This design comes from an exercise in tuning for small area, a short achievable clock period and few clock cycles on the open sky130 flow, not from production work. In this exercise RTL edits were held to simulation tests only and were not proved equivalent to the original. No activity file was given, so power comes from the tool's default toggle rates.

==> inputs of try-xenon <==
## rx_framer
module rx_framer #(
    parameter CAP         = 128,         
    parameter IDX_W       = 7,           
    parameter MAX_PAYLOAD = 48,          
    parameter STG_AW      = 6            
) (
    input  wire             clk,
    input  wire             rst,           
    input  wire             init,          
    input  wire             rx_valid,      
    input  wire [7:0]       rx_data,
    input  wire             cfg_valid,     
    input  wire [7:0]       cfg_max_type,
    input  wire [1:0]       cfg_sel,       
    output wire [7:0]       val_type,      
    output wire [7:0]       val_len,
    input  wire             val_ok,
    output wire             disp_valid,    
    input  wire             disp_ready,
    output wire [1:0]       disp_tag,
    output wire [7:0]       disp_type,
    output wire [7:0]       disp_len,
    input  wire [STG_AW-1:0] stg_raddr,    
    output wire [7:0]       stg_rdata,
    output wire [IDX_W-1:0] rx_count,      
    output wire [15:0]      overflow_count,
    output wire             rx_fault,
    output wire             configured
);
clock: 8.5 ns
lec_check: 0
cap_margin: 20
core_margin: 2
core_utilization: 55
setup_slack_margin: 4.4
slew_margin: 20
synth_hierarchical: 1
synth_minimum_keep_size: 0
run.sh (not shown) runs the stock make flow with config.mk's settings and CLKGATE_MAP_FILE= SYNTH_SCRIPT=/design/flow/synth_recipe.tcl, a recipe that flattens the netlist after the stock synthesis.
==> try-raven (differences from try-xenon) <==
--- a/flow/design.v
+++ b/flow/design.v
@@ -55,19 +55,19 @@
     reg [IDX_W-1:0] count;          
     reg [15:0]      ovf_cnt;
     reg             fault;
     reg             spec_lost;
     reg [2:0]       pstate;
     reg             disp_pend;      
-    reg [7:0]       packet_type, sequence_number;
+    reg [7:0]       packet_type;
+    reg             seq_a5;         
     reg [5:0]       payload_length;
     reg [5:0]       pidx;           
     reg [15:0]      running_checksum;
     reg             hi_ok;          
-    reg [2:0]       sh_state;
-    reg [7:0]       sh_type, sh_seq;
+    reg [1:0]       sh_state;
     reg [IDX_W-1:0] sh_pos;         
     reg [7:0]       b_r;
     reg             b_valid;
     reg [IDX_W-1:0] rdptr;
     reg             cfg_done;
     reg [7:0]       max_packet_type;
@@ -82,109 +82,99 @@
     wire             abort    = step_ok & in_spec & spec_lost;
     wire             stepping = step_ok & avail & ~(in_spec & spec_lost);
     wire             sh_adv   = stepping & in_spec;
     wire             len_ok   = (b <= MAX_PAYLOAD) && val_ok;
     wire             match    = hi_ok && (b == running_checksum[7:0]);
     wire             is_ckl   = (pstate == S_CKL);
-    wire             jump_sh  = stepping & is_ckl & ~match & (sh_state == S_LEN);
+    wire             jump_sh  = stepping & is_ckl & ~match & (sh_state == 2'd2);
     wire             commit   = stepping & (~in_spec | (is_ckl & ~jump_sh));
     wire             keep     = ~commit & ~jump_sh;
     wire [IDX_W-1:0] tail_1   = tail + 1'b1;
     wire [IDX_W-1:0] head_1   = head + 1'b1;
     wire [IDX_W-1:0] cursor_1 = cursor + 1'b1;
     wire [IDX_W-1:0] sh_pos_1 = sh_pos + 1'b1;
     wire             ovf      = rx_valid & ((keep & (tail_1 == head)) | (jump_sh & (tail_1 == sh_pos)));
     reg [IDX_W-1:0] n_head, n_cursor, n_tail;
-    reg [2:0]       n_pstate, n_sh_state;
-    reg [7:0]       n_type, n_seq, n_sh_type, n_sh_seq;
+    reg [2:0]       n_pstate;
+    reg [1:0]       n_sh_state;
+    reg [7:0]       n_type;
+    reg             n_seq_a5;
     reg [5:0]       n_plen, n_pidx;
     reg [15:0]      n_run, n_ovf;
     reg [IDX_W-1:0] n_sh_pos;
     reg             n_spec_lost, n_fault, n_hi_ok, n_disp_pend;
+    wire [15:0]     crc_b  = crc16_update((pstate == S_TYPE) ? 16'hFFFF : running_checksum, b);
     wire            stg_we = cfg_done & b_valid & (pstate == S_PAY) & ~spec_lost;
     always @* begin
         n_pstate    = pstate;
         n_type      = packet_type;
-        n_seq       = sequence_number;
+        n_seq_a5    = seq_a5;
         n_plen      = payload_length;
         n_pidx      = pidx;
         n_run       = running_checksum;
         n_hi_ok     = hi_ok;
         n_disp_pend = disp_pend & ~disp_ready;
         n_sh_state  = sh_state;
-        n_sh_type   = sh_type;
-        n_sh_seq    = sh_seq;
         n_sh_pos    = sh_pos;
         if (sh_adv) begin
             case (sh_state)
-                S_AWAIT1: n_sh_state = b_is_s1 ? S_AWAIT2 : S_AWAIT1;
-                S_AWAIT2: n_sh_state = b_is_s2 ? S_TYPE : b_is_s1 ? S_AWAIT2 : S_AWAIT1;
-                S_TYPE: begin
-                    if (b_le_mt) begin
-                        n_sh_type  = b;
-                        n_sh_state = S_SEQ;
-                    end else begin
-                        n_sh_state = b_is_s1 ? S_AWAIT2 : S_AWAIT1;
-                    end
-                end
-                S_SEQ: begin
-                    n_sh_seq   = b;
-                    n_sh_state = S_LEN;
+                2'd0: n_sh_state = b_is_s1 ? 2'd1 : 2'd0;
+                2'd1: begin
+                    n_sh_state = b_is_s2 ? 2'd2 : b_is_s1 ? 2'd1 : 2'd0;
                     n_sh_pos   = cursor + 1'b1;
                 end
                 default: ;               
             endcase
         end
         if (stepping) begin
             case (pstate)
                 S_AWAIT1: n_pstate = b_is_s1 ? S_AWAIT2 : S_AWAIT1;
                 S_AWAIT2: n_pstate = b_is_s2 ? S_TYPE : b_is_s1 ? S_AWAIT2 : S_AWAIT1;
                 S_TYPE: begin
                     if (b_le_mt) begin
                         n_type   = b;
+                        n_run    = crc_b;
                         n_pstate = S_SEQ;
                     end else begin
                         n_pstate = b_is_s1 ? S_AWAIT2 : S_AWAIT1;
                     end
                 end
                 S_SEQ: begin
-                    n_seq    = b;
+                    n_seq_a5 = b_is_s1;
+                    n_run    = crc_b;
                     n_pstate = S_LEN;
                 end
                 S_LEN: begin
                     if (len_ok) begin
                         n_plen      = b[5:0];
                         n_pidx      = 6'd0;
-                        n_run       = crc16_update(crc16_update(crc16_update(16'hFFFF,
-                                          packet_type), sequence_number), b);
+                        n_run       = crc_b;
                         n_pstate    = (b == 8'd0) ? S_CKH : S_PAY;
-                        n_sh_state  = S_AWAIT1;    
-                    end else if (sequence_number == START1 && b_is_s2) begin
+                        n_sh_state  = 2'd0;        
+                    end else if (seq_a5 && b_is_s2) begin
                         n_pstate = S_TYPE;
                     end else begin
                         n_pstate = b_is_s1 ? S_AWAIT2 : S_AWAIT1;
                     end
                 end
                 S_PAY: begin
                     n_pidx = pidx + 6'd1;
-                    n_run  = crc16_update(running_checksum, b);
+                    n_run  = crc_b;
                     if (pidx + 6'd1 == payload_length)
                         n_pstate = S_CKH;
                 end
                 S_CKH: begin
                     n_hi_ok  = (b == running_checksum[15:8]);
                     n_pstate = S_CKL;
                 end
                 default: begin       
                     if (match) begin
                         n_pstate    = S_AWAIT1;
                         n_disp_pend = 1'b1;
                     end else begin
-                        n_pstate = n_sh_state;
-                        n_type   = n_sh_type;
-                        n_seq    = n_sh_seq;
+                        n_pstate = {1'b0, n_sh_state};
                     end
                 end
             endcase
         end else if (abort) begin
             n_pstate = S_AWAIT1;
         end
@@ -207,16 +197,17 @@
         end
         n_tail      = rx_valid ? tail_1 : tail;
         n_ovf       = ovf ? ovf_cnt + 16'd1 : ovf_cnt;
         n_fault     = fault | ovf;
         n_spec_lost = ovf | (spec_lost & ~abort & ~(stepping & (pstate == S_LEN) & len_ok));
     end
-    wire [IDX_W-1:0] occ_c    = tail - cursor_1;
-    wire [IDX_W-1:0] occ_s    = tail - sh_pos;
-    wire [IDX_W-1:0] occ_base = commit ? occ_c : jump_sh ? occ_s : count;
-    wire [IDX_W-1:0] n_count  = ovf ? {IDX_W{1'b1}} : occ_base + {{(IDX_W-1){1'b0}}, rx_valid};
+    wire [IDX_W-1:0] tail_n   = rx_valid ? tail_1 : tail;
+    wire [IDX_W-1:0] occ_c    = tail_n - cursor_1;
+    wire [IDX_W-1:0] occ_s    = tail_n - sh_pos;
+    wire [IDX_W-1:0] occ_h    = count + {{(IDX_W-1){1'b0}}, rx_valid};
+    wire [IDX_W-1:0] n_count  = ovf ? {IDX_W{1'b1}} : commit ? occ_c : jump_sh ? occ_s : occ_h;
     wire             seq_step = stepping & ~jump_sh;
     wire             idle     = ~stepping & ~abort & ~(ovf & (cursor == head));
     wire             at_tail  = (rdptr == tail);
     wire [127:0]     rd_sel   = 128'd1 << rdptr;
     wire [1023:0]    ring_flat;
     genvar           gr;
@@ -252,20 +243,18 @@
             ovf_cnt           <= 16'd0;
             fault             <= 1'b0;
             spec_lost         <= 1'b0;
             pstate            <= S_AWAIT1;
             disp_pend         <= 1'b0;
             packet_type       <= 8'd0;
-            sequence_number   <= 8'd0;
+            seq_a5            <= 1'b0;
             payload_length    <= 6'd0;
             pidx              <= 6'd0;
             running_checksum  <= 16'd0;
             hi_ok             <= 1'b0;
-            sh_state          <= S_AWAIT1;
-            sh_type           <= 8'd0;
-            sh_seq            <= 8'd0;
+            sh_state          <= 2'd0;
             sh_pos            <= {IDX_W{1'b0}};
             b_r               <= 8'd0;
             b_valid           <= 1'b0;
             rdptr             <= {IDX_W{1'b0}};
         end else begin
             head              <= n_head;
@@ -275,20 +264,18 @@
             ovf_cnt           <= n_ovf;
             fault             <= n_fault;
             spec_lost         <= n_spec_lost;
             pstate            <= n_pstate;
             disp_pend         <= n_disp_pend;
             packet_type       <= n_type;
-            sequence_number   <= n_seq;
+            seq_a5            <= n_seq_a5;
             payload_length    <= n_plen;
             pidx              <= n_pidx;
             running_checksum  <= n_run;
             hi_ok             <= n_hi_ok;
             sh_state          <= n_sh_state;
-            sh_type           <= n_sh_type;
-            sh_seq            <= n_sh_seq;
             sh_pos            <= n_sh_pos;
             b_r               <= n_b_r;
             b_valid           <= n_b_valid;
             rdptr             <= n_rdptr;
         end
     end
- CTS_CLUSTER_DIAMETER: not set -> 120
- CTS_CLUSTER_SIZE: not set -> 30
==> comparison table <==
metric                                                                      try-raven                try-xenon
Global routing usage summed across all routing layers                           0.292                    0.298
Status                                                        complete, no violations  complete, no violations
Count of unique library cells instantiated by Yosys                                74                       77
Via count of the first global-routing pass                                      34560                    36570
Period utilization                                                              0.565                    0.567
Arrival time of the worst setup path                                          3.11 ns                  3.12 ns
Slowest CP cell                                              sky130_fd_sc_hd__nand4_1  sky130_fd_sc_hd__nor2_4
TritonCTS buffer count                                                             57                      159
Post-detailed-placement half-perimeter wirelength                              109 mm                   110 mm
CTS-repair resized insts                                                          317                      323
Sequential share of power                                                       0.679                    0.527
Internal power                                                                9.63 mW                  12.5 mW
Syn avg cell area                                                            15.1 um2                 14.9 um2
Total power divided by cell area                                           187 nW/um2               228 nW/um2
Power in sequential cells                                                     8.26 mW                  8.42 mW
Global-route wire length before repair                                         240 mm                   252 mm
Number of cells on the critical path                                                9                       10
End-of-flow core utilization                                                    0.596                    0.626
End of the worst hold path                                                      fault                   sel[1]
Switching portion of total power                                                0.208                    0.216
CORE AREA                                                                  109000 um2               112000 um2
Number of buffer and inverter stages on the critical path                           3                        4
Proportion of final cell area spent on non-clock buffers                       0.0251                   0.0226
Number of DRC violations after detailed-routing iteration 0                      4232                     4611
Aggregate routed wire length                                                   166 mm                   173 mm
Testbench counts of try-xenon, summed over its fixed seeds: cycles 14,735.
Testbench counts of try-raven, summed over its fixed seeds: cycles 14,796.

[separate check: timing with driven ports]
How much do the figures lean on ideal ports? The routed layouts below were timed once more, with nothing changed but the port constraints.
Step 1 assumes that a clkbuf_16 drives the clock port and a buf_2 every other input.
Step 2 adds t to the input delays and takes it off the output delays; t is the mean of the earliest and latest rising clock arrival at the registers after step 1. Input paths then give back, and output paths get back, about the clock's delay inside the block.
Slacks: ideal ports / drivers / drivers and shift; pairs: ideal ports / drivers.
run	t (ns)	setup WS [ns]	worst setup path at the end	clock arrival spread, ns	pins driven straight from the clock port
try-xenon	0.863	3.681 / 3.601 / 3.601	input to output	0.057 / 0.057	1
try-raven	0.782	3.694 / 3.612 / 3.612	input to output	0.058 / 0.057	1
After both steps every run listed still meets setup and hold. The setup slack of try-raven, which loses most, moves by -0.082 ns with the drivers and by -0.082 ns with both steps.
